Background: an optimization exercise with open tools, aiming at small area, a short achievable clock period and few clock cycles. Do not read the settings as production practice. Only simulation tests tie the RTL to the original design; equivalence was not proved.

## flow/design.v (module list and top-level ports; edited modules follow where they fit)
// module mul24_booth: 1914 lines
// module fp_mul_a: 40 lines
// module fp_mul_b: 33 lines
// module fp_add: 62 lines
// module biquad_bank: 234 lines
module biquad_bank (
    input  wire        clk,
    input  wire        rst,
    input  wire        cmd_valid,
    output wire        cmd_ready,
    input  wire [1:0]  cmd_op,       
    input  wire [7:0]  cmd_motor,
    input  wire [7:0]  cmd_sel,
    input  wire [31:0] cmd_x,
    input  wire [31:0] cmd_b0,
    input  wire [31:0] cmd_b1,
    input  wire [31:0] cmd_b2,
    input  wire [31:0] cmd_a1,
    input  wire [31:0] cmd_a2,
    output reg         rsp_valid,
    output reg         rsp_ok,
    output reg  [31:0] rsp_data
);
  // ...
==> flow/run.sh <==
#!/bin/bash
# synth_recipe.tcl (not shown) runs the flow's synth.tcl, then flattens the netlist and writes it again
# the make line also repeats each setting of config.mk as NAME=value (left out here)
make -C /OpenROAD-flow-scripts/flow DESIGN_CONFIG=/design/flow/config.mk WORK_HOME=/design/flow/orfs CLKGATE_MAP_FILE= SYNTH_SCRIPT=/design/flow/synth_recipe.tcl finish
==> flow/config.mk <==
export PLATFORM = sky130hd
export DESIGN_NAME = biquad_bank
export DESIGN_NICKNAME = biquad_bank
export VERILOG_FILES = /design/flow/design.v
export SDC_FILE = /design/flow/constraint.sdc
export NUM_CORES = 4
export LEC_CHECK = 0
export ABC_AREA = 1
export CAP_MARGIN = 20
export CORE_MARGIN = 2
export CORE_UTILIZATION = 45
export PLACE_DENSITY = 0.6
export SLEW_MARGIN = 20
==> flow/constraint.sdc <==
create_clock -name core_clock -period 24.0 [get_ports {clk}]
set_input_delay 4.8000 -clock core_clock [delete_from_list [all_inputs] [get_ports {clk}]]
set_output_delay 4.8000 -clock core_clock [all_outputs]
set_load 0.01 [all_outputs]
==> flow_metrics.env, run 1 <==
export IMPL_hold_start="d6[14]$_DFF_P_"
export IMPL_dpl_hpwl_um=687000
export IMPL_diodes=94
export IMPL_place_inst=33900
export IMPL_nWellTaps=6247
export IMPL_period_share_pct=62.8
export IMPL_cp_slowest_cell="dfxtp_1"
export IMPL_status="no timing/DRC/antenna violations"
export IMPL_fill_cells=47100
export IMPL_ff_latch_area_sq_um=57500
export IMPL_ios=248
export IMPL_initialDrtViolationCount=25800
export IMPL_place_ws_ps=9230
export IMPL_mostFrequentLayoutCell="nand2_1"
export IMPL_synth_area_per_cell_sq_um=7.54
export IMPL_postSynthCellCount=28500
export IMPL_layout_nets=30300
export IMPL_crit_family="simple AND/OR/NAND/NOR gates"
export IMPL_synth_compound_area_share_pct=16.7
export IMPL_crit_fanout=101
export IMPL_wl_met3_um=104000
export IMPL_cp_endpoint="f_s1[3][30]$_DFFE_PP_"
export IMPL_synthToLayoutAreaGrowth_pct=8.03
export IMPL_r2r_start="p_m[7][1]$_DFF_P_"
export IMPL_ys_async_sr_fraction_pct=0
export IMPL_endpoint_kind="flip-flop"
export IMPL_root_buffer="clkbuf_16"
export IMPL_fmax_ghz=0.0664
export IMPL_synth_xor_area_share_pct=7.40
Testbench counts, summed over its fixed seeds: cycles 6,056.
==> module fp_mul_a, before the edit <==
module fp_mul_a (
    input  wire [31:0] a,
    input  wire [31:0] b,
    output wire [47:0] prod,     
    output wire [4:0]  lz,       
    output wire [9:0]  eb,       
    output wire        sgn,
    output wire        nan,
    output wire        inf,
    output wire        zero
);
    wire [7:0]  ea = a[30:23], ebb = b[30:23];
    wire [22:0] fa = a[22:0],  fb = b[22:0];
    wire a_ez = ~|ea, b_ez = ~|ebb;
    wire a_max = &ea, b_max = &ebb;
    wire a_fz = ~|fa, b_fz = ~|fb;
    wire a_inf = a_max & a_fz, b_inf = b_max & b_fz;
    wire a_zero = a_ez & a_fz, b_zero = b_ez & b_fz;
    assign nan = (a_max & ~a_fz) | (b_max & ~b_fz) | (a_inf & b_zero) | (b_inf & a_zero);
    assign inf = a_inf | b_inf;
    assign zero = a_zero | b_zero;
    assign sgn = a[31] ^ b[31];
    mul24_booth u_m (.a({~a_ez, fa}), .b({~b_ez, fb}), .p(prod));
    reg [4:0] lza, lzb;
    integer i;
    always @* begin
        lza = 5'd0;
        lzb = 5'd0;
        for (i = 0; i < 23; i = i + 1) begin
            if (fa[i]) lza = 5'd23 - i[4:0];
            if (fb[i]) lzb = 5'd23 - i[4:0];
        end
        if (!a_ez) lza = 5'd0;
        if (!b_ez) lzb = 5'd0;
    end
    assign lz = lza | lzb;
    wire [7:0] ea1 = {ea[7:1], ea[0] | a_ez};
    wire [7:0] eb1 = {ebb[7:1], ebb[0] | b_ez};
    assign eb = {2'b00, ea1} + {2'b00, eb1} - 10'd127 - {5'd0, lz};
endmodule
==> module fp_mul_b, before the edit <==
module fp_mul_b (
    input  wire [47:0] prod,
    input  wire [4:0]  lz,
    input  wire [9:0]  eb,
    input  wire        sgn,
    input  wire        nan,
    input  wire        inf,
    input  wire        zero,
    output wire [31:0] y
);
    wire [47:0] pl  = prod << lz;
    wire        top = pl[47];
    wire [9:0]  e1  = eb + {9'd0, top};
    wire [24:0] v   = top ? pl[47:23] : pl[46:22];
    wire        st0 = top ? |pl[22:0] : |pl[21:0];
    wire        sub_r = e1[9] | (e1 == 10'd0);        
    wire [9:0]  rsh = 10'd1 - e1;
    wire        gone = sub_r & (|rsh[9:5] | (rsh[4:0] > 5'd25));
    wire [4:0]  sh  = sub_r ? rsh[4:0] : 5'd0;
    wire [24:0] vs  = v >> sh;
    wire [24:0] lost_mask = ~({25{1'b1}} << sh);
    wire        st  = st0 | (gone ? |v : |(v & lost_mask));
    wire [24:0] w   = gone ? 25'd0 : vs;
    wire [7:0]  efield = sub_r ? 8'd0 : e1[7:0];
    wire        rnd = w[0] & (st | w[1]);
    wire [30:0] mag = {efield, w[23:1]} + {30'd0, rnd};
    wire        ovf = ~e1[9] & (e1 >= 10'd255);
    assign y = nan ? 32'h7FC00000 :
               inf ? {sgn, 8'hFF, 23'd0} :
               zero ? {sgn, 31'd0} :
               ovf ? {sgn, 8'hFF, 23'd0} :
               {sgn, mag};
endmodule
==> module fp_add, before the edit <==
module fp_add (
    input  wire [31:0] a,
    input  wire [31:0] b,
    input  wire        sub,
    output wire [31:0] y
);
    wire        sa = a[31];
    wire        sb = b[31] ^ sub;
    wire [7:0]  ea = a[30:23], eb = b[30:23];
    wire [22:0] fa = a[22:0],  fb = b[22:0];
    wire a_max = &ea, b_max = &eb;
    wire a_fz = ~|fa, b_fz = ~|fb;
    wire a_nan = a_max & ~a_fz;
    wire b_nan = b_max & ~b_fz;
    wire a_inf = a_max & a_fz;
    wire b_inf = b_max & b_fz;
    wire        swap = b[30:0] > a[30:0];
    wire        sx = swap ? sb : sa;
    wire        eff_sub = sa ^ sb;
    wire [7:0]  ea1 = {ea[7:1], ea[0] | ~|ea};
    wire [7:0]  eb1 = {eb[7:1], eb[0] | ~|eb};
    wire [7:0]  dab = ea1 - eb1;
    wire [7:0]  dba = eb1 - ea1;
    wire [7:0]  d   = swap ? dba : dab;
    wire [7:0]  ex1 = swap ? eb1 : ea1;
    wire [23:0] mx  = swap ? {|eb, fb} : {|ea, fa};
    wire [23:0] my  = swap ? {|ea, fa} : {|eb, fb};
    wire [26:0] my0 = {my, 3'b000};
    wire        big = |d[7:5] | (d[4:0] > 5'd26);
    wire [26:0] mys = my0 >> d[4:0];
    wire [26:0] lost_mask = ~({27{1'b1}} << d[4:0]);
    wire        stk = big ? |my : |(my0 & lost_mask);
    wire [26:0] ay = big ? {26'd0, stk} : {mys[26:1], mys[0] | stk};
    wire [26:0] ax = {mx, 3'b000};
    wire [27:0] sum = eff_sub ? {1'b0, ax} - {1'b0, ay} : {1'b0, ax} + {1'b0, ay};
    wire [7:0]  lim = ex1 - 8'd1;
    wire [26:0] lim_mask = (lim > 8'd26) ? 27'd0 : (27'h4000000 >> lim[4:0]);
    wire [26:0] sz = sum[26:0] | lim_mask;
    reg  [4:0]  lz;
    integer i;
    always @* begin
        lz = 5'd26;
        for (i = 0; i < 27; i = i + 1)
            if (sz[i]) lz = 5'd26 - i[4:0];
    end
    wire [26:0] sl = sum[26:0] << lz;
    wire        cy = sum[27];
    wire [23:0] mant = cy ? sum[27:4] : sl[26:3];
    wire        g    = cy ? sum[3] : sl[2];
    wire        st   = cy ? |sum[2:0] : |sl[1:0];
    wire [7:0]  ebase = cy ? ex1 : (ex1 - 8'd1 - {3'd0, lz});
    wire        rnd = g & (st | mant[0]);
    wire [30:0] mag = {ebase, 23'd0} + {7'd0, mant} + {30'd0, rnd};
    wire        ovf = cy & (ex1 == 8'd254);
    wire zero_res = (a[30:0] == b[30:0]) & eff_sub;
    assign y = (a_nan | b_nan | (a_inf & b_inf & eff_sub)) ? 32'h7FC00000 :
               a_inf ? {sa, 8'hFF, 23'd0} :
               b_inf ? {sb, 8'hFF, 23'd0} :
               zero_res ? 32'd0 :
               ovf ? {sx, 8'hFF, 23'd0} :
               {sx, mag};
endmodule
==> module biquad_bank, before the edit <==
module biquad_bank (
    input  wire        clk,
    input  wire        rst,
    input  wire        cmd_valid,
    output wire        cmd_ready,
    input  wire [1:0]  cmd_op,       
    input  wire [7:0]  cmd_motor,
    input  wire [7:0]  cmd_sel,
    input  wire [31:0] cmd_x,
    input  wire [31:0] cmd_b0,
    input  wire [31:0] cmd_b1,
    input  wire [31:0] cmd_b2,
    input  wire [31:0] cmd_a1,
    input  wire [31:0] cmd_a2,
    output reg         rsp_valid,
    output reg         rsp_ok,
    output reg  [31:0] rsp_data
);
    localparam OP_INIT  = 2'd0;
    localparam OP_APPLY = 2'd1;
    localparam OP_READ  = 2'd2;
    localparam OP_ERR   = 2'd3;
    reg [31:0] f_b0 [0:3];
    reg [31:0] f_b1 [0:3];
    reg [31:0] f_b2 [0:3];
    reg [31:0] f_a1 [0:3];
    reg [31:0] f_a2 [0:3];
    reg [31:0] f_s1 [0:3];
    reg [31:0] f_s2 [0:3];
    reg [31:0] f_in [0:3];
    reg [31:0] f_out[0:3];
    reg [3:0]  f_ready;
    reg        cmd_error;
    reg        rdy;
    reg        r1_v;
    reg [1:0]  r1_op;
    reg [1:0]  r1_m;
    reg        r1_mok;
    reg [3:0]  r1_sel;
    reg        r1_selok;
    reg [31:0] r1_x;                  
    reg [31:0] r1_b1, r1_b2, r1_a1, r1_a2;
    assign cmd_ready = rdy;
    reg [7:2] p_v, p_ok, p_ap, p_rd, p_er;
    reg [1:0] p_m   [2:7];
    reg [3:0] p_sel [2:7];
    wire r1_apply = (r1_op == OP_APPLY) & r1_mok;
    wire haz_a = r1_apply & ((p_ap[2] & (p_m[2] == r1_m)) | (p_ap[3] & (p_m[3] == r1_m)) |
                             (p_ap[4] & (p_m[4] == r1_m)) | (p_ap[5] & (p_m[5] == r1_m)));
    wire haz_i = (r1_op == OP_INIT) & (|p_v);
    wire stall = r1_v & (haz_a | haz_i);
    wire issue = r1_v & ~stall;
    wire       n1_v     = rdy ? cmd_valid : (r1_v & ~issue);
    wire [1:0] n1_op    = rdy ? cmd_op : r1_op;
    wire [1:0] n1_m     = rdy ? cmd_motor[1:0] : r1_m;
    wire       n1_mok   = rdy ? ~|cmd_motor[7:2] : r1_mok;
    wire       n1_apply = (n1_op == OP_APPLY) & n1_mok;
    wire       c_ap     = r1_apply & f_ready[r1_m];
    wire n_haz_a = n1_apply & ((issue & c_ap & (r1_m == n1_m)) |
                               (p_ap[2] & (p_m[2] == n1_m)) | (p_ap[3] & (p_m[3] == n1_m)) |
                               (p_ap[4] & (p_m[4] == n1_m)));
    wire n_haz_i = (n1_op == OP_INIT) & (issue | (|p_v[6:2]));
    wire n_stall = n1_v & (n_haz_a | n_haz_i);
    wire c_ok = (r1_op == OP_INIT)  ? r1_mok :
                (r1_op == OP_APPLY) ? (r1_mok & f_ready[r1_m]) :
                (r1_op == OP_READ)  ? (r1_mok & r1_selok) : 1'b1;
    wire init_wr = issue & (r1_op == OP_INIT) & r1_mok;
    always @(posedge clk) begin
        if (rdy) begin
            r1_op    <= cmd_op;
            r1_m     <= cmd_motor[1:0];
            r1_mok   <= ~|cmd_motor[7:2];
            r1_sel   <= cmd_sel[3:0];
            r1_selok <= (cmd_sel <= 8'd8);
            r1_x     <= cmd_op[0] ? cmd_x : cmd_b0;
            r1_b1    <= cmd_b1;
            r1_b2    <= cmd_b2;
            r1_a1    <= cmd_a1;
            r1_a2    <= cmd_a2;
        end
    end
    always @(posedge clk) begin
        if (rst) begin
            rdy  <= 1'b1;
            r1_v <= 1'b0;
            p_v  <= 6'd0;
        end else begin
            rdy  <= ~n_stall;
            r1_v <= n1_v;
            p_v  <= {p_v[6:2], issue};
        end
    end
    integer k;
    always @(posedge clk) begin
        p_ok[2] <= c_ok;
        p_ap[2] <= (r1_op == OP_APPLY) & c_ok;
        p_rd[2] <= (r1_op == OP_READ) & c_ok;
        p_er[2] <= (r1_op == OP_ERR);
        p_m[2]  <= r1_m;
        p_sel[2] <= r1_sel;
        for (k = 3; k <= 7; k = k + 1) begin
            p_ok[k]  <= p_ok[k-1];
            p_ap[k]  <= p_ap[k-1] & p_v[k-1];
            p_rd[k]  <= p_rd[k-1];
            p_er[k]  <= p_er[k-1];
            p_m[k]   <= p_m[k-1];
            p_sel[k] <= p_sel[k-1];
        end
        if (!issue) p_ap[2] <= 1'b0;
        if (rst) for (k = 2; k <= 7; k = k + 1) p_ap[k] <= 1'b0;
    end
    wire [47:0] m0_p;  wire [4:0] m0_lz;  wire [9:0] m0_e;  wire m0_s, m0_n, m0_i, m0_z;
    fp_mul_a u_m0a (.a(f_b0[r1_m]), .b(r1_x), .prod(m0_p), .lz(m0_lz), .eb(m0_e),
                    .sgn(m0_s), .nan(m0_n), .inf(m0_i), .zero(m0_z));
    reg [47:0] m0_p2;  reg [4:0] m0_lz2;  reg [9:0] m0_e2;  reg m0_s2, m0_n2, m0_i2, m0_z2;
    reg [31:0] x2, x3, x4;
    always @(posedge clk) begin
        m0_p2 <= m0_p; m0_lz2 <= m0_lz; m0_e2 <= m0_e;
        m0_s2 <= m0_s; m0_n2 <= m0_n; m0_i2 <= m0_i; m0_z2 <= m0_z;
        x2 <= r1_x; x3 <= x2; x4 <= x3;
    end
    wire [31:0] p0;
    fp_mul_b u_m0b (.prod(m0_p2), .lz(m0_lz2), .eb(m0_e2), .sgn(m0_s2), .nan(m0_n2),
                    .inf(m0_i2), .zero(m0_z2), .y(p0));
    reg [31:0] p0_3;
    always @(posedge clk) p0_3 <= p0;
    wire [31:0] y3;
    fp_add u_ay (.a(p0_3), .b(f_s1[p_m[3]]), .sub(1'b0), .y(y3));
    reg [31:0] y4;
    always @(posedge clk) y4 <= y3;
    wire [31:0] c_b1 = f_b1[p_m[4]], c_b2 = f_b2[p_m[4]], c_a1 = f_a1[p_m[4]], c_a2 = f_a2[p_m[4]];
    wire [47:0] m1_p, m2_p, m3_p, m4_p;
    wire [4:0]  m1_lz, m2_lz, m3_lz, m4_lz;
    wire [9:0]  m1_e, m2_e, m3_e, m4_e;
    wire [3:0]  mm_s, mm_n, mm_i, mm_z;
    fp_mul_a u_m1a (.a(c_b1), .b(x4), .prod(m1_p), .lz(m1_lz), .eb(m1_e),
                    .sgn(mm_s[0]), .nan(mm_n[0]), .inf(mm_i[0]), .zero(mm_z[0]));
    fp_mul_a u_m2a (.a(c_b2), .b(x4), .prod(m2_p), .lz(m2_lz), .eb(m2_e),
                    .sgn(mm_s[1]), .nan(mm_n[1]), .inf(mm_i[1]), .zero(mm_z[1]));
    fp_mul_a u_m3a (.a(c_a1), .b(y4), .prod(m3_p), .lz(m3_lz), .eb(m3_e),
                    .sgn(mm_s[2]), .nan(mm_n[2]), .inf(mm_i[2]), .zero(mm_z[2]));
    fp_mul_a u_m4a (.a(c_a2), .b(y4), .prod(m4_p), .lz(m4_lz), .eb(m4_e),
                    .sgn(mm_s[3]), .nan(mm_n[3]), .inf(mm_i[3]), .zero(mm_z[3]));
    reg [47:0] m1_p5, m2_p5, m3_p5, m4_p5;
    reg [4:0]  m1_lz5, m2_lz5, m3_lz5, m4_lz5;
    reg [9:0]  m1_e5, m2_e5, m3_e5, m4_e5;
    reg [3:0]  mm_s5, mm_n5, mm_i5, mm_z5;
    always @(posedge clk) begin
        m1_p5 <= m1_p; m2_p5 <= m2_p; m3_p5 <= m3_p; m4_p5 <= m4_p;
        m1_lz5 <= m1_lz; m2_lz5 <= m2_lz; m3_lz5 <= m3_lz; m4_lz5 <= m4_lz;
        m1_e5 <= m1_e; m2_e5 <= m2_e; m3_e5 <= m3_e; m4_e5 <= m4_e;
        mm_s5 <= mm_s; mm_n5 <= mm_n; mm_i5 <= mm_i; mm_z5 <= mm_z;
    end
    reg [31:0] rv4;
    always @* begin
        case (p_sel[4])
            4'd0:    rv4 = f_in [p_m[4]];
            4'd1:    rv4 = f_out[p_m[4]];
            4'd4:    rv4 = f_b0 [p_m[4]];
            4'd5:    rv4 = c_b1;
            4'd6:    rv4 = c_b2;
            4'd7:    rv4 = c_a1;
            default: rv4 = c_a2;
        endcase
    end
    reg [31:0] d5, d6, d7;
    always @(posedge clk) begin
        d5 <= p_rd[4] ? (f_ready[p_m[4]] ? rv4 : 32'd0) : (p_ap[4] ? y4 : 32'd0);
        d6 <= d5;
        d7 <= d6;
    end
    wire [31:0] p1, p2, q1, q2;
    fp_mul_b u_m1b (.prod(m1_p5), .lz(m1_lz5), .eb(m1_e5), .sgn(mm_s5[0]), .nan(mm_n5[0]),
                    .inf(mm_i5[0]), .zero(mm_z5[0]), .y(p1));
    fp_mul_b u_m2b (.prod(m2_p5), .lz(m2_lz5), .eb(m2_e5), .sgn(mm_s5[1]), .nan(mm_n5[1]),
                    .inf(mm_i5[1]), .zero(mm_z5[1]), .y(p2));
    fp_mul_b u_m3b (.prod(m3_p5), .lz(m3_lz5), .eb(m3_e5), .sgn(mm_s5[2]), .nan(mm_n5[2]),
                    .inf(mm_i5[2]), .zero(mm_z5[2]), .y(q1));
    fp_mul_b u_m4b (.prod(m4_p5), .lz(m4_lz5), .eb(m4_e5), .sgn(mm_s5[3]), .nan(mm_n5[3]),
                    .inf(mm_i5[3]), .zero(mm_z5[3]), .y(q2));
    reg [31:0] p1_6, p2_6, q1_6, q2_6;
    always @(posedge clk) begin
        p1_6 <= p1; p2_6 <= p2; q1_6 <= q1; q2_6 <= q2;
    end
    wire [31:0] t6, n2_6;
    fp_add u_at (.a(p1_6), .b(q1_6), .sub(1'b1), .y(t6));
    fp_add u_a2 (.a(p2_6), .b(q2_6), .sub(1'b1), .y(n2_6));
    reg [31:0] t7, n2_7;
    always @(posedge clk) begin
        t7 <= t6; n2_7 <= n2_6;
    end
    wire [31:0] s2_7 = f_s2[p_m[7]];
    wire [31:0] n1_7;
    fp_add u_a1 (.a(t7), .b(s2_7), .sub(1'b0), .y(n1_7));
    wire rd_s1 = p_rd[7] & (p_sel[7] == 4'd2);
    wire rd_s2 = p_rd[7] & (p_sel[7] == 4'd3);
    wire rdy7  = f_ready[p_m[7]];
    always @(posedge clk) begin
        if (rst) begin
            rsp_valid <= 1'b0;
            cmd_error <= 1'b0;
        end else begin
            rsp_valid <= p_v[7];
            if (p_v[7] & ~p_ok[7]) cmd_error <= 1'b1;
        end
        rsp_ok   <= p_ok[7];
        rsp_data <= ~p_ok[7] ? 32'd0 :
                    p_er[7]  ? {31'd0, cmd_error} :
                    rd_s1    ? (rdy7 ? f_s1[p_m[7]] : 32'd0) :
                    rd_s2    ? (rdy7 ? s2_7 : 32'd0) :
                    d7;
    end
    always @(posedge clk) begin
        if (rst) f_ready <= 4'd0;
        else if (init_wr) f_ready[r1_m] <= 1'b1;
        for (k = 0; k < 4; k = k + 1) begin
            if (init_wr && r1_m == k) begin
                f_b0[k] <= r1_x;
                f_b1[k] <= r1_b1;
                f_b2[k] <= r1_b2;
                f_a1[k] <= r1_a1;
                f_a2[k] <= r1_a2;
            end
            if ((init_wr && r1_m == k) || (p_v[3] && p_ap[3] && p_m[3] == k))
                f_out[k] <= init_wr ? 32'd0 : y3;
            if ((init_wr && r1_m == k) || (p_v[4] && p_ap[4] && p_m[4] == k))
                f_in[k] <= init_wr ? 32'd0 : x4;
            if ((init_wr && r1_m == k) || (p_v[7] && p_ap[7] && p_m[7] == k)) begin
                f_s1[k] <= init_wr ? 32'd0 : n1_7;
                f_s2[k] <= init_wr ? 32'd0 : n2_7;
            end
        end
    end
endmodule
==> inputs of run 2 (changes only) <==
--- a/flow/design.v
+++ b/flow/design.v
@@ -1916,7 +1916,9 @@
     input  wire [31:0] a,
     input  wire [31:0] b,
     output wire [47:0] prod,     
-    output wire [4:0]  lz,       
+    output wire [5:0]  sh,       
+    output wire        gone,     
+    output wire        below,    
     output wire [9:0]  eb,       
     output wire        sgn,
     output wire        nan,
@@ -1930,31 +1932,45 @@
     wire a_fz = ~|fa, b_fz = ~|fb;
     wire a_inf = a_max & a_fz, b_inf = b_max & b_fz;
     wire a_zero = a_ez & a_fz, b_zero = b_ez & b_fz;
-    assign nan = (a_max & ~a_fz) | (b_max & ~b_fz) | (a_inf & b_zero) | (b_inf & a_zero);
-    assign inf = a_inf | b_inf;
+    assign nan  = (a_max & ~a_fz) | (b_max & ~b_fz) | (a_inf & b_zero) | (b_inf & a_zero);
+    assign inf  = a_inf | b_inf;
     assign zero = a_zero | b_zero;
-    assign sgn = a[31] ^ b[31];
+    assign sgn  = a[31] ^ b[31];
     mul24_booth u_m (.a({~a_ez, fa}), .b({~b_ez, fb}), .p(prod));
-    reg [4:0] lza, lzb;
+    reg [4:0] lza, lzb, tza, tzb;
     integer i;
     always @* begin
         lza = 5'd0;
         lzb = 5'd0;
+        tza = 5'd23;
+        tzb = 5'd23;
         for (i = 0; i < 23; i = i + 1) begin
             if (fa[i]) lza = 5'd23 - i[4:0];
             if (fb[i]) lzb = 5'd23 - i[4:0];
         end
+        for (i = 22; i >= 0; i = i - 1) begin
+            if (fa[i]) tza = i[4:0];
+            if (fb[i]) tzb = i[4:0];
+        end
         if (!a_ez) lza = 5'd0;
         if (!b_ez) lzb = 5'd0;
     end
-    assign lz = lza | lzb;
+    wire [4:0] lz = lza | lzb;
     wire [7:0] ea1 = {ea[7:1], ea[0] | a_ez};
     wire [7:0] eb1 = {ebb[7:1], ebb[0] | b_ez};
     assign eb = {2'b00, ea1} + {2'b00, eb1} - 10'd127 - {5'd0, lz};
+    wire [9:0] sh_sub = 10'd24 - {5'd0, lz} - eb;
+    wire       neg = eb[9];
+    assign gone = neg & (sh_sub > 10'd49);
+    assign sh   = neg ? sh_sub[5:0] : (6'd23 - {1'b0, lz});
+    wire [5:0] tzp = {1'b0, tza} + {1'b0, tzb};
+    assign below = ({1'b0, tzp} + 7'd2) <= {1'b0, sh};
 endmodule
 module fp_mul_b (
     input  wire [47:0] prod,
-    input  wire [4:0]  lz,
+    input  wire [5:0]  sh,
+    input  wire        gone,
+    input  wire        below,
     input  wire [9:0]  eb,
     input  wire        sgn,
     input  wire        nan,
@@ -1962,23 +1978,19 @@
     input  wire        zero,
     output wire [31:0] y
 );
-    wire [47:0] pl  = prod << lz;
-    wire        top = pl[47];
-    wire [9:0]  e1  = eb + {9'd0, top};
-    wire [24:0] v   = top ? pl[47:23] : pl[46:22];
-    wire        st0 = top ? |pl[22:0] : |pl[21:0];
-    wire        sub_r = e1[9] | (e1 == 10'd0);        
-    wire [9:0]  rsh = 10'd1 - e1;
-    wire        gone = sub_r & (|rsh[9:5] | (rsh[4:0] > 5'd25));
-    wire [4:0]  sh  = sub_r ? rsh[4:0] : 5'd0;
-    wire [24:0] vs  = v >> sh;
-    wire [24:0] lost_mask = ~({25{1'b1}} << sh);
-    wire        st  = st0 | (gone ? |v : |(v & lost_mask));
-    wire [24:0] w   = gone ? 25'd0 : vs;
-    wire [7:0]  efield = sub_r ? 8'd0 : e1[7:0];
-    wire        rnd = w[0] & (st | w[1]);
-    wire [30:0] mag = {efield, w[23:1]} + {30'd0, rnd};
-    wire        ovf = ~e1[9] & (e1 >= 10'd255);
+    wire [48:0] q  = {prod, 1'b0};
+    wire [48:0] qs = q >> sh;
+    wire [25:0] w  = gone ? 26'd0 : qs[25:0];
+    wire        e0 = (eb == 10'd0);
+    wire        sel = w[25] | e0;
+    wire [23:0] mant = sel ? w[25:2] : w[24:1];
+    wire        rb   = sel ? w[1] : w[0];
+    wire        st   = (sel & w[0]) | below | gone;
+    wire [9:0]  e1   = eb + {9'd0, w[25]};
+    wire [7:0]  efield = eb[9] ? 8'd0 : e1[7:0];
+    wire        rnd = rb & (st | mant[0]);
+    wire [30:0] mag = {efield, mant[22:0]} + {30'd0, rnd};
+    wire        ovf = ~eb[9] & (e1 >= 10'd255);
     assign y = nan ? 32'h7FC00000 :
                inf ? {sgn, 8'hFF, 23'd0} :
                zero ? {sgn, 31'd0} :
@@ -1995,49 +2007,44 @@
     wire        sb = b[31] ^ sub;
     wire [7:0]  ea = a[30:23], eb = b[30:23];
     wire [22:0] fa = a[22:0],  fb = b[22:0];
+    wire a_ez = ~|ea, b_ez = ~|eb;
     wire a_max = &ea, b_max = &eb;
     wire a_fz = ~|fa, b_fz = ~|fb;
-    wire a_nan = a_max & ~a_fz;
-    wire b_nan = b_max & ~b_fz;
-    wire a_inf = a_max & a_fz;
-    wire b_inf = b_max & b_fz;
+    wire a_nan = a_max & ~a_fz, b_nan = b_max & ~b_fz;
+    wire a_inf = a_max & a_fz,  b_inf = b_max & b_fz;
+    wire eff_sub = sa ^ sb;
     wire        swap = b[30:0] > a[30:0];
     wire        sx = swap ? sb : sa;
-    wire        eff_sub = sa ^ sb;
-    wire [7:0]  ea1 = {ea[7:1], ea[0] | ~|ea};
-    wire [7:0]  eb1 = {eb[7:1], eb[0] | ~|eb};
+    wire [7:0]  ea1 = {ea[7:1], ea[0] | a_ez};
+    wire [7:0]  eb1 = {eb[7:1], eb[0] | b_ez};
     wire [7:0]  dab = ea1 - eb1;
     wire [7:0]  dba = eb1 - ea1;
     wire [7:0]  d   = swap ? dba : dab;
     wire [7:0]  ex1 = swap ? eb1 : ea1;
-    wire [23:0] mx  = swap ? {|eb, fb} : {|ea, fa};
-    wire [23:0] my  = swap ? {|ea, fa} : {|eb, fb};
-    wire [26:0] my0 = {my, 3'b000};
-    wire        big = |d[7:5] | (d[4:0] > 5'd26);
-    wire [26:0] mys = my0 >> d[4:0];
-    wire [26:0] lost_mask = ~({27{1'b1}} << d[4:0]);
-    wire        stk = big ? |my : |(my0 & lost_mask);
-    wire [26:0] ay = big ? {26'd0, stk} : {mys[26:1], mys[0] | stk};
-    wire [26:0] ax = {mx, 3'b000};
-    wire [27:0] sum = eff_sub ? {1'b0, ax} - {1'b0, ay} : {1'b0, ax} + {1'b0, ay};
+    wire [23:0] mx  = swap ? {~b_ez, fb} : {~a_ez, fa};
+    wire [23:0] my  = swap ? {~a_ez, fa} : {~b_ez, fb};
+    wire [26:0] ay;
+    align27 u_al (.m(my), .d(d), .y(ay));
+    wire [27:0] sum;
+    padd #(28) u_sum (.a({1'b0, mx, 3'b000}), .b(eff_sub ? {1'b1, ~ay} : {1'b0, ay}),
+                      .cin(eff_sub), .s(sum));
     wire [7:0]  lim = ex1 - 8'd1;
     wire [26:0] lim_mask = (lim > 8'd26) ? 27'd0 : (27'h4000000 >> lim[4:0]);
-    wire [26:0] sz = sum[26:0] | lim_mask;
-    reg  [4:0]  lz;
-    integer i;
-    always @* begin
-        lz = 5'd26;
-        for (i = 0; i < 27; i = i + 1)
-            if (sz[i]) lz = 5'd26 - i[4:0];
-    end
+    wire [4:0]  lz;
+    lzc32 u_lzc (.x({sum[26:0] | lim_mask, 5'h1F}), .n(lz));
     wire [26:0] sl = sum[26:0] << lz;
     wire        cy = sum[27];
     wire [23:0] mant = cy ? sum[27:4] : sl[26:3];
     wire        g    = cy ? sum[3] : sl[2];
     wire        st   = cy ? |sum[2:0] : |sl[1:0];
-    wire [7:0]  ebase = cy ? ex1 : (ex1 - 8'd1 - {3'd0, lz});
+    wire [7:0]  e_n  = ex1 - {3'd0, lz};
+    wire [7:0]  efld = cy ? ex1 + 8'd1 : (sl[26] ? e_n : 8'd0);
+    wire [7:0]  efld1 = cy ? ex1 + 8'd2 : (sl[26] ? e_n + 8'd1 : 8'd1);
     wire        rnd = g & (st | mant[0]);
-    wire [30:0] mag = {ebase, 23'd0} + {7'd0, mant} + {30'd0, rnd};
+    wire [22:0] minc;
+    wire        mcy;
+    inc23 u_inc (.a(mant[22:0]), .cin(rnd), .s(minc), .cout(mcy));
+    wire [30:0] mag = {mcy ? efld1 : efld, minc};
     wire        ovf = cy & (ex1 == 8'd254);
     wire zero_res = (a[30:0] == b[30:0]) & eff_sub;
     assign y = (a_nan | b_nan | (a_inf & b_inf & eff_sub)) ? 32'h7FC00000 :
@@ -2047,6 +2054,90 @@
                ovf ? {sx, 8'hFF, 23'd0} :
                {sx, mag};
 endmodule
+module align27 (
+    input  wire [23:0] m,
+    input  wire [7:0]  d,
+    output wire [26:0] y
+);
+    wire [26:0] m0 = {m, 3'b000};
+    wire        big = |d[7:5] | (d[4:0] > 5'd26);
+    wire [26:0] ms = m0 >> d[4:0];
+    wire [26:0] lost_mask = ~({27{1'b1}} << d[4:0]);
+    wire        stk = big ? |m : |(m0 & lost_mask);
+    assign y = big ? {26'd0, stk} : {ms[26:1], ms[0] | stk};
+endmodule
+module inc23 (
+    input  wire [22:0] a,
+    input  wire        cin,
+    output wire [22:0] s,
+    output wire        cout
+);
+    wire [23:0] c;
+    assign c[0] = cin;
+    genvar i;
+    generate for (i = 1; i <= 23; i = i + 1) begin : cc
+        assign c[i] = cin & (&a[i-1:0]);
+    end endgenerate
+    assign s = a ^ c[22:0];
+    assign cout = c[23];
+endmodule
+module lzc32 (
+    input  wire [31:0] x,
+    output wire [4:0]  n
+);
+    wire [15:0] z1;  wire [15:0] c1;
+    wire [7:0]  z2;  wire [15:0] c2;
+    wire [3:0]  z3;  wire [11:0] c3;
+    wire [1:0]  z4;  wire [7:0]  c4;
+    genvar i;
+    generate
+        for (i = 0; i < 16; i = i + 1) begin : l1
+            assign z1[i] = ~x[2*i+1] & ~x[2*i];
+            assign c1[i] = ~x[2*i+1];
+        end
+        for (i = 0; i < 8; i = i + 1) begin : l2
+            assign z2[i] = z1[2*i+1] & z1[2*i];
+            assign c2[2*i+1:2*i] = z1[2*i+1] ? {1'b1, c1[2*i]} : {1'b0, c1[2*i+1]};
+        end
+        for (i = 0; i < 4; i = i + 1) begin : l3
+            assign z3[i] = z2[2*i+1] & z2[2*i];
+            assign c3[3*i+2:3*i] = z2[2*i+1] ? {1'b1, c2[4*i+1:4*i]} : {1'b0, c2[4*i+3:4*i+2]};
+        end
+        for (i = 0; i < 2; i = i + 1) begin : l4
+            assign z4[i] = z3[2*i+1] & z3[2*i];
+            assign c4[4*i+3:4*i] = z3[2*i+1] ? {1'b1, c3[6*i+2:6*i]} : {1'b0, c3[6*i+5:6*i+3]};
+        end
+    endgenerate
+    assign n = z4[1] ? {1'b1, c4[3:0]} : {1'b0, c4[7:4]};
+endmodule
+module padd #(parameter W = 28) (
+    input  wire [W-1:0] a,
+    input  wire [W-1:0] b,
+    input  wire         cin,
+    output wire [W-1:0] s
+);
+    localparam L = (W < 2) ? 1 : (W < 4) ? 2 : (W < 8) ? 3 : (W < 16) ? 4 : (W < 32) ? 5 : 6;
+    wire [W:0] g [0:L];
+    wire [W:0] p [0:L];
+    assign g[0] = {a & b, cin};
+    assign p[0] = {a ^ b, 1'b0};
+    genvar l, i;
+    generate
+        for (l = 0; l < L; l = l + 1) begin : lv
+            for (i = 0; i <= W; i = i + 1) begin : bt
+                if (((i >> l) & 1) == 1) begin : op
+                    localparam integer J = ((i >> l) << l) - 1;
+                    assign g[l+1][i] = g[l][i] | (p[l][i] & g[l][J]);
+                    assign p[l+1][i] = p[l][i] & p[l][J];
+                end else begin : pass
+                    assign g[l+1][i] = g[l][i];
+                    assign p[l+1][i] = p[l][i];
+                end
+            end
+        end
+    endgenerate
+    assign s = (a ^ b) ^ g[L][W-1:0];
+endmodule
 module biquad_bank (
     input  wire        clk,
     input  wire        rst,
@@ -2069,11 +2160,12 @@
     localparam OP_APPLY = 2'd1;
     localparam OP_READ  = 2'd2;
     localparam OP_ERR   = 2'd3;
-    reg [31:0] f_b0 [0:3];
+    reg [31:0] f_b0 [0:3];            
     reg [31:0] f_b1 [0:3];
     reg [31:0] f_b2 [0:3];
     reg [31:0] f_a1 [0:3];
     reg [31:0] f_a2 [0:3];
+    reg [1:0]  ph;                    
     reg [31:0] f_s1 [0:3];
     reg [31:0] f_s2 [0:3];
     reg [31:0] f_in [0:3];
@@ -2089,32 +2181,43 @@
     reg        r1_selok;
     reg [31:0] r1_x;                  
     reg [31:0] r1_b1, r1_b2, r1_a1, r1_a2;
+    reg [1:0]  r1_pos;                
     assign cmd_ready = rdy;
-    reg [7:2] p_v, p_ok, p_ap, p_rd, p_er;
+    reg [7:2] p_v, p_ap;
+    reg [4:2] p_ok, p_rd, p_er;
     reg [1:0] p_m   [2:7];
-    reg [3:0] p_sel [2:7];
+    reg [3:0] p_sel [2:4];
     wire r1_apply = (r1_op == OP_APPLY) & r1_mok;
     wire haz_a = r1_apply & ((p_ap[2] & (p_m[2] == r1_m)) | (p_ap[3] & (p_m[3] == r1_m)) |
                              (p_ap[4] & (p_m[4] == r1_m)) | (p_ap[5] & (p_m[5] == r1_m)));
-    wire haz_i = (r1_op == OP_INIT) & (|p_v);
-    wire stall = r1_v & (haz_a | haz_i);
+    wire r1_rds = (r1_op == OP_READ) & r1_mok & (r1_sel[3:1] == 3'd1);    
+    wire haz_r = r1_rds & ((p_ap[2] & (p_m[2] == r1_m)) | (p_ap[3] & (p_m[3] == r1_m)) |
+                           (p_ap[4] & (p_m[4] == r1_m)));
+    wire haz_i = (r1_op == OP_INIT) & ((|p_v) | (r1_mok & (r1_pos != 2'd3)));
+    wire stall = r1_v & (haz_a | haz_r | haz_i);
     wire issue = r1_v & ~stall;
     wire       n1_v     = rdy ? cmd_valid : (r1_v & ~issue);
     wire [1:0] n1_op    = rdy ? cmd_op : r1_op;
     wire [1:0] n1_m     = rdy ? cmd_motor[1:0] : r1_m;
     wire       n1_mok   = rdy ? ~|cmd_motor[7:2] : r1_mok;
+    wire [3:0] n1_sel   = rdy ? cmd_sel[3:0] : r1_sel;
     wire       n1_apply = (n1_op == OP_APPLY) & n1_mok;
+    wire       n1_rds   = (n1_op == OP_READ) & n1_mok & (n1_sel[3:1] == 3'd1);
     wire       c_ap     = r1_apply & f_ready[r1_m];
     wire n_haz_a = n1_apply & ((issue & c_ap & (r1_m == n1_m)) |
                                (p_ap[2] & (p_m[2] == n1_m)) | (p_ap[3] & (p_m[3] == n1_m)) |
                                (p_ap[4] & (p_m[4] == n1_m)));
-    wire n_haz_i = (n1_op == OP_INIT) & (issue | (|p_v[6:2]));
-    wire n_stall = n1_v & (n_haz_a | n_haz_i);
+    wire n_haz_r = n1_rds & ((issue & c_ap & (r1_m == n1_m)) |
+                             (p_ap[2] & (p_m[2] == n1_m)) | (p_ap[3] & (p_m[3] == n1_m)));
+    wire [1:0] n1_pos   = rdy ? (cmd_motor[1:0] + ph + 2'd1) : (r1_pos + 2'd1);
+    wire n_haz_i = (n1_op == OP_INIT) & (issue | (|p_v[6:2]) | (n1_mok & (n1_pos != 2'd3)));
+    wire n_stall = n1_v & (n_haz_a | n_haz_r | n_haz_i);
     wire c_ok = (r1_op == OP_INIT)  ? r1_mok :
                 (r1_op == OP_APPLY) ? (r1_mok & f_ready[r1_m]) :
                 (r1_op == OP_READ)  ? (r1_mok & r1_selok) : 1'b1;
     wire init_wr = issue & (r1_op == OP_INIT) & r1_mok;
     always @(posedge clk) begin
+        r1_pos <= n1_pos;
         if (rdy) begin
             r1_op    <= cmd_op;
             r1_m     <= cmd_motor[1:0];
@@ -2129,6 +2232,10 @@
         end
     end
     always @(posedge clk) begin
+        if (rst) ph <= 2'd0;
+        else     ph <= ph + 2'd1;
+    end
+    always @(posedge clk) begin
         if (rst) begin
             rdy  <= 1'b1;
             r1_v <= 1'b0;
@@ -2148,55 +2255,67 @@
         p_m[2]  <= r1_m;
         p_sel[2] <= r1_sel;
         for (k = 3; k <= 7; k = k + 1) begin
-            p_ok[k]  <= p_ok[k-1];
             p_ap[k]  <= p_ap[k-1] & p_v[k-1];
+            p_m[k]   <= p_m[k-1];
+        end
+        for (k = 3; k <= 4; k = k + 1) begin
+            p_ok[k]  <= p_ok[k-1];
             p_rd[k]  <= p_rd[k-1];
             p_er[k]  <= p_er[k-1];
-            p_m[k]   <= p_m[k-1];
             p_sel[k] <= p_sel[k-1];
         end
         if (!issue) p_ap[2] <= 1'b0;
         if (rst) for (k = 2; k <= 7; k = k + 1) p_ap[k] <= 1'b0;
     end
-    wire [47:0] m0_p;  wire [4:0] m0_lz;  wire [9:0] m0_e;  wire m0_s, m0_n, m0_i, m0_z;
-    fp_mul_a u_m0a (.a(f_b0[r1_m]), .b(r1_x), .prod(m0_p), .lz(m0_lz), .eb(m0_e),
-                    .sgn(m0_s), .nan(m0_n), .inf(m0_i), .zero(m0_z));
-    reg [47:0] m0_p2;  reg [4:0] m0_lz2;  reg [9:0] m0_e2;  reg m0_s2, m0_n2, m0_i2, m0_z2;
+    wire [31:0] n1_7;
+    wire [47:0] m0_p;  wire [5:0] m0_sh;  wire [9:0] m0_e;  wire m0_g, m0_bl, m0_s, m0_n, m0_i, m0_z;
+    fp_mul_a u_m0a (.a(f_b0[r1_pos]), .b(r1_x), .prod(m0_p), .sh(m0_sh), .gone(m0_g), .below(m0_bl),
+                    .eb(m0_e), .sgn(m0_s), .nan(m0_n), .inf(m0_i), .zero(m0_z));
+    reg [47:0] m0_p2;  reg [5:0] m0_sh2;  reg [9:0] m0_e2;  reg m0_g2, m0_bl2, m0_s2, m0_n2, m0_i2, m0_z2;
     reg [31:0] x2, x3, x4;
     always @(posedge clk) begin
-        m0_p2 <= m0_p; m0_lz2 <= m0_lz; m0_e2 <= m0_e;
+        m0_p2 <= m0_p; m0_sh2 <= m0_sh; m0_e2 <= m0_e; m0_g2 <= m0_g; m0_bl2 <= m0_bl;
         m0_s2 <= m0_s; m0_n2 <= m0_n; m0_i2 <= m0_i; m0_z2 <= m0_z;
         x2 <= r1_x; x3 <= x2; x4 <= x3;
     end
     wire [31:0] p0;
-    fp_mul_b u_m0b (.prod(m0_p2), .lz(m0_lz2), .eb(m0_e2), .sgn(m0_s2), .nan(m0_n2),
+    fp_mul_b u_m0b (.prod(m0_p2), .sh(m0_sh2), .gone(m0_g2), .below(m0_bl2), .eb(m0_e2), .sgn(m0_s2), .nan(m0_n2),
                     .inf(m0_i2), .zero(m0_z2), .y(p0));
-    reg [31:0] p0_3;
-    always @(posedge clk) p0_3 <= p0;
+    wire        fwd_s1 = p_ap[7] & (p_m[7] == p_m[2]);
+    reg [31:0] p0_3, s1_3;
+    always @(posedge clk) begin
+        p0_3 <= p0;
+        s1_3 <= fwd_s1 ? n1_7 : f_s1[p_m[2]];
+    end
     wire [31:0] y3;
-    fp_add u_ay (.a(p0_3), .b(f_s1[p_m[3]]), .sub(1'b0), .y(y3));
+    fp_add u_ay (.a(p0_3), .b(s1_3), .sub(1'b0), .y(y3));
     reg [31:0] y4;
     always @(posedge clk) y4 <= y3;
-    wire [31:0] c_b1 = f_b1[p_m[4]], c_b2 = f_b2[p_m[4]], c_a1 = f_a1[p_m[4]], c_a2 = f_a2[p_m[4]];
+    reg  [1:0]  pos4;
+    always @(posedge clk) pos4 <= p_m[3] + ph + 2'd1;
+    wire [31:0] c_b1 = f_b1[pos4], c_b2 = f_b2[pos4], c_a1 = f_a1[pos4], c_a2 = f_a2[pos4];
     wire [47:0] m1_p, m2_p, m3_p, m4_p;
-    wire [4:0]  m1_lz, m2_lz, m3_lz, m4_lz;
+    wire [5:0]  m1_sh, m2_sh, m3_sh, m4_sh;
+    wire [3:0]  mm_g, mm_bl;
     wire [9:0]  m1_e, m2_e, m3_e, m4_e;
     wire [3:0]  mm_s, mm_n, mm_i, mm_z;
-    fp_mul_a u_m1a (.a(c_b1), .b(x4), .prod(m1_p), .lz(m1_lz), .eb(m1_e),
+    fp_mul_a u_m1a (.a(c_b1), .b(x4), .prod(m1_p), .sh(m1_sh), .gone(mm_g[0]), .below(mm_bl[0]), .eb(m1_e),
                     .sgn(mm_s[0]), .nan(mm_n[0]), .inf(mm_i[0]), .zero(mm_z[0]));
-    fp_mul_a u_m2a (.a(c_b2), .b(x4), .prod(m2_p), .lz(m2_lz), .eb(m2_e),
+    fp_mul_a u_m2a (.a(c_b2), .b(x4), .prod(m2_p), .sh(m2_sh), .gone(mm_g[1]), .below(mm_bl[1]), .eb(m2_e),
                     .sgn(mm_s[1]), .nan(mm_n[1]), .inf(mm_i[1]), .zero(mm_z[1]));
-    fp_mul_a u_m3a (.a(c_a1), .b(y4), .prod(m3_p), .lz(m3_lz), .eb(m3_e),
+    fp_mul_a u_m3a (.a(c_a1), .b(y4), .prod(m3_p), .sh(m3_sh), .gone(mm_g[2]), .below(mm_bl[2]), .eb(m3_e),
                     .sgn(mm_s[2]), .nan(mm_n[2]), .inf(mm_i[2]), .zero(mm_z[2]));
-    fp_mul_a u_m4a (.a(c_a2), .b(y4), .prod(m4_p), .lz(m4_lz), .eb(m4_e),
+    fp_mul_a u_m4a (.a(c_a2), .b(y4), .prod(m4_p), .sh(m4_sh), .gone(mm_g[3]), .below(mm_bl[3]), .eb(m4_e),
                     .sgn(mm_s[3]), .nan(mm_n[3]), .inf(mm_i[3]), .zero(mm_z[3]));
     reg [47:0] m1_p5, m2_p5, m3_p5, m4_p5;
-    reg [4:0]  m1_lz5, m2_lz5, m3_lz5, m4_lz5;
+    reg [5:0]  m1_sh5, m2_sh5, m3_sh5, m4_sh5;
+    reg [3:0]  mm_g5, mm_bl5;
     reg [9:0]  m1_e5, m2_e5, m3_e5, m4_e5;
     reg [3:0]  mm_s5, mm_n5, mm_i5, mm_z5;
     always @(posedge clk) begin
         m1_p5 <= m1_p; m2_p5 <= m2_p; m3_p5 <= m3_p; m4_p5 <= m4_p;
-        m1_lz5 <= m1_lz; m2_lz5 <= m2_lz; m3_lz5 <= m3_lz; m4_lz5 <= m4_lz;
+        m1_sh5 <= m1_sh; m2_sh5 <= m2_sh; m3_sh5 <= m3_sh; m4_sh5 <= m4_sh;
+        mm_g5 <= mm_g; mm_bl5 <= mm_bl;
         m1_e5 <= m1_e; m2_e5 <= m2_e; m3_e5 <= m3_e; m4_e5 <= m4_e;
         mm_s5 <= mm_s; mm_n5 <= mm_n; mm_i5 <= mm_i; mm_z5 <= mm_z;
     end
@@ -2205,27 +2324,37 @@
         case (p_sel[4])
             4'd0:    rv4 = f_in [p_m[4]];
             4'd1:    rv4 = f_out[p_m[4]];
-            4'd4:    rv4 = f_b0 [p_m[4]];
+            4'd2:    rv4 = f_s1 [p_m[4]];
+            4'd3:    rv4 = f_s2 [p_m[4]];
+            4'd4:    rv4 = f_b0 [pos4];
             4'd5:    rv4 = c_b1;
             4'd6:    rv4 = c_b2;
             4'd7:    rv4 = c_a1;
             default: rv4 = c_a2;
         endcase
     end
-    reg [31:0] d5, d6, d7;
     always @(posedge clk) begin
-        d5 <= p_rd[4] ? (f_ready[p_m[4]] ? rv4 : 32'd0) : (p_ap[4] ? y4 : 32'd0);
-        d6 <= d5;
-        d7 <= d6;
+        if (rst) begin
+            rsp_valid <= 1'b0;
+            cmd_error <= 1'b0;
+        end else begin
+            rsp_valid <= p_v[4];
+            if (p_v[4] & ~p_ok[4]) cmd_error <= 1'b1;
+        end
+        rsp_ok   <= p_ok[4];
+        rsp_data <= ~p_ok[4] ? 32'd0 :
+                    p_er[4]  ? {31'd0, cmd_error} :
+                    p_rd[4]  ? (f_ready[p_m[4]] ? rv4 : 32'd0) :
+                    p_ap[4]  ? y4 : 32'd0;
     end
     wire [31:0] p1, p2, q1, q2;
-    fp_mul_b u_m1b (.prod(m1_p5), .lz(m1_lz5), .eb(m1_e5), .sgn(mm_s5[0]), .nan(mm_n5[0]),
+    fp_mul_b u_m1b (.prod(m1_p5), .sh(m1_sh5), .gone(mm_g5[0]), .below(mm_bl5[0]), .eb(m1_e5), .sgn(mm_s5[0]), .nan(mm_n5[0]),
                     .inf(mm_i5[0]), .zero(mm_z5[0]), .y(p1));
-    fp_mul_b u_m2b (.prod(m2_p5), .lz(m2_lz5), .eb(m2_e5), .sgn(mm_s5[1]), .nan(mm_n5[1]),
+    fp_mul_b u_m2b (.prod(m2_p5), .sh(m2_sh5), .gone(mm_g5[1]), .below(mm_bl5[1]), .eb(m2_e5), .sgn(mm_s5[1]), .nan(mm_n5[1]),
                     .inf(mm_i5[1]), .zero(mm_z5[1]), .y(p2));
-    fp_mul_b u_m3b (.prod(m3_p5), .lz(m3_lz5), .eb(m3_e5), .sgn(mm_s5[2]), .nan(mm_n5[2]),
+    fp_mul_b u_m3b (.prod(m3_p5), .sh(m3_sh5), .gone(mm_g5[2]), .below(mm_bl5[2]), .eb(m3_e5), .sgn(mm_s5[2]), .nan(mm_n5[2]),
                     .inf(mm_i5[2]), .zero(mm_z5[2]), .y(q1));
-    fp_mul_b u_m4b (.prod(m4_p5), .lz(m4_lz5), .eb(m4_e5), .sgn(mm_s5[3]), .nan(mm_n5[3]),
+    fp_mul_b u_m4b (.prod(m4_p5), .sh(m4_sh5), .gone(mm_g5[3]), .below(mm_bl5[3]), .eb(m4_e5), .sgn(mm_s5[3]), .nan(mm_n5[3]),
                     .inf(mm_i5[3]), .zero(mm_z5[3]), .y(q2));
     reg [31:0] p1_6, p2_6, q1_6, q2_6;
     always @(posedge clk) begin
@@ -2234,44 +2363,31 @@
     wire [31:0] t6, n2_6;
     fp_add u_at (.a(p1_6), .b(q1_6), .sub(1'b1), .y(t6));
     fp_add u_a2 (.a(p2_6), .b(q2_6), .sub(1'b1), .y(n2_6));
-    reg [31:0] t7, n2_7;
+    reg [31:0] t7, n2_7, s2_7;
     always @(posedge clk) begin
-        t7 <= t6; n2_7 <= n2_6;
+        t7 <= t6; n2_7 <= n2_6; s2_7 <= f_s2[p_m[6]];
     end
-    wire [31:0] s2_7 = f_s2[p_m[7]];
-    wire [31:0] n1_7;
     fp_add u_a1 (.a(t7), .b(s2_7), .sub(1'b0), .y(n1_7));
-    wire rd_s1 = p_rd[7] & (p_sel[7] == 4'd2);
-    wire rd_s2 = p_rd[7] & (p_sel[7] == 4'd3);
-    wire rdy7  = f_ready[p_m[7]];
     always @(posedge clk) begin
-        if (rst) begin
-            rsp_valid <= 1'b0;
-            cmd_error <= 1'b0;
-        end else begin
-            rsp_valid <= p_v[7];
-            if (p_v[7] & ~p_ok[7]) cmd_error <= 1'b1;
+        f_b0[0] <= init_wr ? r1_x  : f_b0[3];
+        f_b1[0] <= init_wr ? r1_b1 : f_b1[3];
+        f_b2[0] <= init_wr ? r1_b2 : f_b2[3];
+        f_a1[0] <= init_wr ? r1_a1 : f_a1[3];
+        f_a2[0] <= init_wr ? r1_a2 : f_a2[3];
+        for (k = 1; k < 4; k = k + 1) begin
+            f_b0[k] <= f_b0[k-1];
+            f_b1[k] <= f_b1[k-1];
+            f_b2[k] <= f_b2[k-1];
+            f_a1[k] <= f_a1[k-1];
+            f_a2[k] <= f_a2[k-1];
         end
-        rsp_ok   <= p_ok[7];
-        rsp_data <= ~p_ok[7] ? 32'd0 :
-                    p_er[7]  ? {31'd0, cmd_error} :
-                    rd_s1    ? (rdy7 ? f_s1[p_m[7]] : 32'd0) :
-                    rd_s2    ? (rdy7 ? s2_7 : 32'd0) :
-                    d7;
     end
     always @(posedge clk) begin
         if (rst) f_ready <= 4'd0;
         else if (init_wr) f_ready[r1_m] <= 1'b1;
         for (k = 0; k < 4; k = k + 1) begin
-            if (init_wr && r1_m == k) begin
-                f_b0[k] <= r1_x;
-                f_b1[k] <= r1_b1;
-                f_b2[k] <= r1_b2;
-                f_a1[k] <= r1_a1;
-                f_a2[k] <= r1_a2;
-            end
-            if ((init_wr && r1_m == k) || (p_v[3] && p_ap[3] && p_m[3] == k))
-                f_out[k] <= init_wr ? 32'd0 : y3;
+            if ((init_wr && r1_m == k) || (p_v[4] && p_ap[4] && p_m[4] == k))
+                f_out[k] <= init_wr ? 32'd0 : y4;
             if ((init_wr && r1_m == k) || (p_v[4] && p_ap[4] && p_m[4] == k))
                 f_in[k] <= init_wr ? 32'd0 : x4;
             if ((init_wr && r1_m == k) || (p_v[7] && p_ap[7] && p_m[7] == k)) begin
==> flow/flow/run.sh (new file) <==
#!/bin/bash
# Layout with the standard flow (standard.sh: standard synthesis, floorplan,
# placement, CTS, routing, at the design's clock and constraints), asking the
# resizer's timing repair for extra setup slack so that it also shortens paths
# that already meet the 24 ns clock. All make output goes to flow_make.log;
# ORFS keeps each step's own log under orfs/logs/.
set -euo pipefail
bash standard.sh SETUP_SLACK_MARGIN=14 finish > flow_make.log 2>&1
==> flow/standard.sh (new file) <==
#!/bin/bash
# synth_recipe.tcl (not shown) runs the flow's synth.tcl, then flattens the netlist and writes it again
# the make line also repeats each setting of config.mk as NAME=value (left out here)
make -C /OpenROAD-flow-scripts/flow DESIGN_CONFIG=/design/flow/config.mk WORK_HOME=/design/flow/orfs CLKGATE_MAP_FILE= SYNTH_SCRIPT=/design/flow/synth_recipe.tcl "${@:-finish}"
--- a/flow/config.mk
+++ b/flow/config.mk
@@ -8,6 +8,6 @@
 export ABC_AREA = 1
 export CAP_MARGIN = 20
 export CORE_MARGIN = 2
-export CORE_UTILIZATION = 45
-export PLACE_DENSITY = 0.6
+export CORE_UTILIZATION = 40
+export PLACE_DENSITY = 0.5
 export SLEW_MARGIN = 20
removed: flow/run.sh
==> run 2 against run 1 <==
Maximum frequency is 54% higher. Still clean on timing, DRC and antenna. Largest cell class unchanged. Sequential share of layout area is 2.5 points lower. Count of clock-buffer cells in the layout is 44 higher. Final area is 2.3% lower. Synthesized cell count is 3.7% lower.
==> flow_metrics.env, run 2 <==
export IMPL_r2r_setup_slack_ps=14210
export IMPL_gr_total_overflow=0
export IMPL_endpoint_kind="flip-flop"
export IMPL_vias=199000
export IMPL_place_area_sq_um=213000
export IMPL_ys_async_sr_fraction_pct=0
export IMPL_synth_nets=29900
export IMPL_postSynthCellCount=27400
export IMPL_yosysUniqueCellTypes=91
export IMPL_r2r_cells=32
export IMPL_antenna_found_initial=140
export IMPL_fmax_ghz=0.102
export IMPL_synth_top_cells_by_area="dfxtp_1 (15%), fa_1 (13%), nand2_1 (10%)"
export IMPL_fin_ws_ps=14210
export IMPL_ys_seq_elements=2179
export IMPL_place_inst=33300
export IMPL_ys_flop_type="dfxtp_1"
export IMPL_htreeDepth=5
export IMPL_start_util_pct=40.2
export IMPL_synthAdderAreaFrac_pct=18.8
export IMPL_cts_sinks=2179
export IMPL_yosys_top_cells_count="nand2_1 (5647), inv_1 (3447), xor2_1 (1869), o21ai_0 (1735), nand3_1 (1703)"
export IMPL_crit_path_frequent_cell="fa_1"
export IMPL_core_sq_um=506000
export IMPL_layout_drive_gt1_share_pct=7.45
export IMPL_dieArea_sq_um=514000
export IMPL_synth_edf_count=674
export IMPL_rsz0062_at_grt="true"
export IMPL_period_share_pct=40.8
export IMPL_stdcell_area_sq_um=226000
export IMPL_ys_seq_area_share_pct=24.8
export IMPL_finClkSkew_ps=103
export IMPL_min_period_ps=9790
export IMPL_dpl_hpwl_um=684000
export IMPL_fin_cells=34200
export IMPL_hold_viol=0
export IMPL_rr_endpoint="m1_p5[46]$_DFF_P_"
export IMPL_critPathKind="reg -> reg"
export IMPL_cp_slowest_stage_delay_ps=850
export IMPL_layout_nets=29600
export IMPL_synthMuxAreaShare_pct=0.581
export IMPL_cap_violations=0
export IMPL_mostFrequentLayoutCell="nand2_1"
export IMPL_ant_nets=0
export IMPL_synth_compound_area_share_pct=16.7
export IMPL_crit_fanout=73
export IMPL_track_usage_pct=34.7
export IMPL_synth_warnings=25
export IMPL_r2r_start="pos4[0]$_DFF_P_"
export IMPL_hold_depth=0
export IMPL_clock_latency_ps=1020
export IMPL_place_ws_ps=11460
export IMPL_synth_xor_area_share_pct=8.71
export IMPL_place_congestion=0.970
export IMPL_status="no timing/DRC/antenna violations"
export IMPL_post_drt_wl_per_cell_um=27.1
export IMPL_setup_viol=0
export IMPL_wl_um=926000
export IMPL_worst_slew_pin_slew_ps=1270
export IMPL_final_cell_mix="nand2_1 (5619), inv_1 (3409), xor2_1 (1857)"
export IMPL_holdCritPathClass="reg -> reg"
export IMPL_synthToLayoutAreaGrowth_pct=11.2
export IMPL_drc=0
export IMPL_port_buffers=247
export IMPL_die_x_um=717
export IMPL_rows=261
export IMPL_clk_pin_slew_ps=60
export IMPL_synthSimpleGateAreaFrac_pct=20.7
export IMPL_synth_area_leader_cell="dfxtp_1"
export IMPL_root_buffer="clkbuf_16"
export IMPL_synth_area_per_cell_sq_um=7.42
export IMPL_synth_most_common_cell="nand2_1"
export IMPL_critPathArrivalTime_ps=10590
export IMPL_hold_start="f_b1[1][14]$_DFF_P_"
export IMPL_relSlewSlack_pct=14.0
export IMPL_cp_start_kind="flip-flop"
export IMPL_initialDrtViolationCount=22300
export IMPL_die_h_um=717
export IMPL_grt_pass1_vias=189000
export IMPL_ios=248
export IMPL_grt_max_degree=104
export IMPL_slew_viol_final=0
export IMPL_setup_tns_ps=0
export IMPL_drtPass1Iterations=7
export IMPL_cts_buffers=262
export IMPL_grt_first_pass_wirelength_um=1320000
export IMPL_postCtsHoldBufs=0
export IMPL_crit_required_ps=24800
export IMPL_cp_slowest_cell="o21ai_0"
export IMPL_synth_top_family_by_area="simple AND/OR/NAND/NOR gates"
export IMPL_avgViaCountPerCell=5.82
export IMPL_synthesis_area_sq_um=203000
export IMPL_synth_top_area_share_pct=14.8
export IMPL_holdPathEnd="f_b1[2][14]$_DFF_P_"
export IMPL_cts_tree="yes"
export IMPL_clock_path_buffers=4
run 2: cell count changes in the layout (fill, tap and decap cells not counted), moves of 125 or more:
cell	delta
o21ai_0	-417
mux2i_1	-200
edfxtp_1	-643
buf_4	+128
diode_2	+157
nor2_1	-428
dfxtp_1	+596
nand2_1	+125
inv_1	-336
xor2_1	+191
run 2: per-layer routing:
layer | up-vias | global-route usage [%] | wire length [um]
li1 | 90800 | - | -
met1 | 96400 | 47.3 | 393000
met2 | 9927 | 52.4 | 395000
met3 | 1983 | 6.68 | 84400
met4 | 54 | 17.5 | 53300
met5 | - | 0.0280 | 370
run 2: final cells by class:
| class | count | area (sq um) |
|---|---|---|
| Tap cell | 6706 | 8390 |
| Clock buffer | 354 | 7430 |
| Antenna cell | 251 | 628 |
| Fill cell | 51700 | 280000 |
| Timing Repair Buffer | 959 | 8280 |
| Inverter | 3567 | 13600 |
| Clock inverter | 123 | 1350 |
| Multi-Input combinational cell | 20100 | 136000 |
| Timing Repair inverter | 3 | 15.0 |
| Sequential cell | 2179 | 50400 |
run 2: worst max-delay path, delay by kind of cell (launching register included):
family	cells	cell delay, ps
fa+ha+maj	6	2830
simple gates	8	1150
xor+xnor	2	580
flops	1	300
compound gates	9	2710
buf+inv	7	1830
run 2: worst max-delay path by stage:
stage | from | to | cells after the start
after floorplan | t7[24]$_SDFF_PP1_ | f_s1[0][30]$_DFFE_PP_ | 56
after global placement | t7[28]$_SDFF_PP1_ | f_s1[0][28]$_DFFE_PP_ | 56
after detailed placement | s2_7[26]$_DFF_P_ | f_s1[2][30]$_DFFE_PP_ | 53
after CTS | t7[24]$_SDFF_PP1_ | f_s1[2][30]$_DFFE_PP_ | 56
after global routing | s1_3[24]$_DFF_P_ | y4[29]$_SDFF_PP1_ | 58
final | pos4[0]$_DFF_P_ | m1_p5[46]$_DFF_P_ | 32
run 2: kinds of logic (layout without fill, tap and decap cells):
group	Yosys count	after routing
other cells	0	251
flops	2179	2179
compound gates	5743	5743
buf+inv	5154	5006
fa+ha+maj	2298	2298
simple gates	9890	9918
xor+xnor	2023	2023
mux	114	114
run 2: timing repair:
item                                   CTS  global route
gates resized for setup                192           294
gates cloned                            21            15
endpoints found under the hold margin    0             0
setup buffers                           42           112
pin swaps                               27            60
setup endpoints to repair              300           265
run 2: per-stage QoR:
stage          util, %  hold WS [ps]
4_1_cts           44.1           269
5_1_grt           44.7           283
3_3_place_gp      42.1           310
3_5_place_dp      42.1           312
2_1_floorplan        -           310
6_report          44.7           278
Testbench counts of run 2, summed over its fixed seeds: cycles 6,032.
==> inputs of run 3 (changes only) <==
==> flow/run.sh (new file) <==
#!/bin/bash
# synth_recipe.tcl (not shown) runs the flow's synth.tcl, then flattens the netlist and writes it again
# the make line also repeats each setting of config.mk as NAME=value (left out here)
make -C /OpenROAD-flow-scripts/flow DESIGN_CONFIG=/design/flow/config.mk WORK_HOME=/design/flow/orfs CLKGATE_MAP_FILE= SYNTH_SCRIPT=/design/flow/synth_recipe.tcl finish
removed: flow/flow/run.sh
removed: flow/standard.sh
==> run 3 against run 2 <==
Hold slack gained 1.2 ps. Critical endpoint is now f_s1[2][30]$_DFFE_PP_. Clock skew grew 1.3 ps. Setup slack lost 3000 ps. Critical path type unchanged.
==> flow_metrics.env, run 3 <==
export IMPL_synth_area_leader_cell="dfxtp_1"
export IMPL_relSlewSlack_pct=17.4
export IMPL_cts_resized=0
export IMPL_synthesis_area_sq_um=203000
export IMPL_rr_endpoint="f_s1[2][30]$_DFFE_PP_"
export IMPL_port_buffers=247
export IMPL_drc=0
export IMPL_cp_slowest_stage_delay_ps=690
export IMPL_grt_pass1_vias=189000
export IMPL_die_h_um=717
export IMPL_r2r_start="t7[28]$_SDFF_PP1_"
export IMPL_r2r_setup_slack_ps=11230
export IMPL_holdPathEnd="f_b1[2][14]$_DFF_P_"
export IMPL_setup_tns_ps=0
export IMPL_root_buffer="clkbuf_16"
export IMPL_antenna_found_initial=137
export IMPL_gr_total_overflow=0
export IMPL_dpl_hpwl_um=684000
export IMPL_grt_first_pass_wirelength_um=1320000
export IMPL_cp_start_kind="flip-flop"
export IMPL_fmax_ghz=0.0783
export IMPL_postCtsSetupBuffers=0
export IMPL_setup_viol=0
export IMPL_period_share_pct=53.2
export IMPL_synth_top_area_share_pct=14.8
export IMPL_rsz0062_at_grt="false"
export IMPL_ys_seq_elements=2179
export IMPL_holdCritPathClass="reg -> reg"
export IMPL_place_inst=33300
export IMPL_layout_drive_gt1_share_pct=5.89
export IMPL_track_usage_pct=34.5
export IMPL_status="no timing/DRC/antenna violations"
export IMPL_slew_viol_final=0
export IMPL_ys_flop_type="dfxtp_1"
export IMPL_synth_warnings=25
export IMPL_worst_slew_pin_slew_ps=1220
export IMPL_endpoint_kind="flip-flop"
export IMPL_synth_top_cells_by_area="dfxtp_1 (15%), fa_1 (13%), nand2_1 (10%)"
export IMPL_ios=248
export IMPL_cap_violations=0
export IMPL_dieArea_sq_um=514000
export IMPL_layout_nets=29400
export IMPL_start_util_pct=40.2
export IMPL_synthToLayoutAreaGrowth_pct=9.44
export IMPL_postCtsHoldBufs=0
export IMPL_finClkSkew_ps=104
export IMPL_rows=261
export IMPL_post_drt_wl_per_cell_um=26.9
export IMPL_hold_viol=0
export IMPL_synth_edf_count=674
export IMPL_wl_met1_um=389000
export IMPL_hold_depth=0
export IMPL_crit_path_frequent_cell="nor2_1"
export IMPL_cts_sinks=2179
export IMPL_core_sq_um=506000
export IMPL_fin_cells=34100
export IMPL_clock_latency_ps=1020
export IMPL_wl_um=917000
export IMPL_wl_met2_um=391000
export IMPL_critPathArrivalTime_ps=13530
export IMPL_final_cell_mix="nand2_1 (5641), inv_1 (3431), xor2_1 (1868)"
export IMPL_cp_slowest_cell="nand3_2"
export IMPL_initialDrtViolationCount=22100
export IMPL_drtPass1Iterations=8
export IMPL_r2r_cells=56
export IMPL_critPathKind="reg -> reg"
export IMPL_postSynthCellCount=27400
export IMPL_vias=198000
-- run 3: cell counts after synthesis --
No cell type changed its count.
-- run 3: how the worst max path moves through the flow --
stage / start / endpoint / slack [ps] / cells past startpoint
after CTS: s2_7[26]$_DFF_P_ / f_s1[2][30]$_DFFE_PP_ / 11420 / 53
after global routing: s2_7[26]$_DFF_P_ / f_s1[2][28]$_DFFE_PP_ / 10060 / 53
final: t7[28]$_SDFF_PP1_ / f_s1[2][30]$_DFFE_PP_ / 11230 / 56
after floorplan: t7[24]$_SDFF_PP1_ / f_s1[0][30]$_DFFE_PP_ / 14960 / 56
after global placement: t7[28]$_SDFF_PP1_ / f_s1[0][28]$_DFFE_PP_ / 11340 / 56
after detailed placement: s2_7[26]$_DFF_P_ / f_s1[2][30]$_DFFE_PP_ / 11460 / 53
-- run 3: final cells by class --
type / instances / area [sq um]
flip-flops and latches: 2179 / 50400
inverters: 3567 / 13400
clock inverters: 123 / 1350
fillers: 51900 / 283000
repair buffers: 800 / 6660
multi-input cells: 20100 / 134000
clock buffers: 354 / 7430
diodes: 258 / 646
well taps: 6706 / 8390
-- run 3: cell families (layout without fill, tap and decap cells) --
logic type	count (synthesis)	count (layout)	share of synthesized area, %
AND/OR/NAND/NOR	9890	9890	20.7
other	0	258	0
adder cells (fa/ha/maj)	2298	2298	18.8
multiplexers	114	114	0.581
XOR/XNOR	2023	2023	8.71
buffers and inverters	5154	4844	9.80
flip-flops	2179	2179	24.8
AO/OA/AOI/OAI	5743	5743	16.7
-- run 3: layer usage --
layer  up-vias  global-route usage [%]
met4        58                    17.4
met5         -                  0.0280
met3      1926                    6.78
li1      90400                       -
met2      9608                    52.1
met1     95600                    47.0
-- run 3: worst max-delay path: cells and delay by family, from the launching register on --
kind,cells,cell delay [ps]
compound gates,12,2750
xor+xnor,4,1050
fa+ha+maj,5,1850
buf+inv,7,1630
flops,1,330
simple gates,28,4900
-- run 3: through the flow --
step	util (%)	instance area, sq um	hold WS, ps	worst slack (ps)
floorplan	-	203000	310	14960
global placement	42.1	213000	310	11340
detailed placement	42.1	213000	312	11460
CTS	43.9	222000	269	11420
global route	44.0	223000	283	10060
finish	44.0	223000	280	11230

## static timing again, ports no longer ideal
In the flow no input, the clock included, has a driving cell. The finished layouts below were timed again as built, in two steps. Step 1: set_driving_cell puts a clkbuf_16 on clk and a buf_2 on each other input, an assumption about the parent block. Step 2 moves the port delays by t, midway between the first and last clock arrival at a register: inputs arrive t later, outputs are due t later. That takes back most of the time a late clock gives input paths. a / b / c = no drivers / after step 1 / after step 2; a / b = the first two.
run | t (ns) | slack for setup (ns) | hold WS [ns] | slew at the worst register clock pin (ns) | worst data-port slew with drivers (ns)
run 1 | 1.111 | 8.940 / 8.940 / 8.940 | 0.231 / 0.231 / 0.231 | 0.08 / 0.08 | 0.16
run 2 | 1.100 | 14.211 / 14.211 / 14.211 | 0.278 / 0.278 / 0.278 | 0.10 / 0.10 | 0.19
run 3 | 1.100 | 11.228 / 11.228 / 11.228 | 0.280 / 0.280 / 0.280 | 0.10 / 0.10 | 0.19
After both steps setup and hold are still met in every run listed.
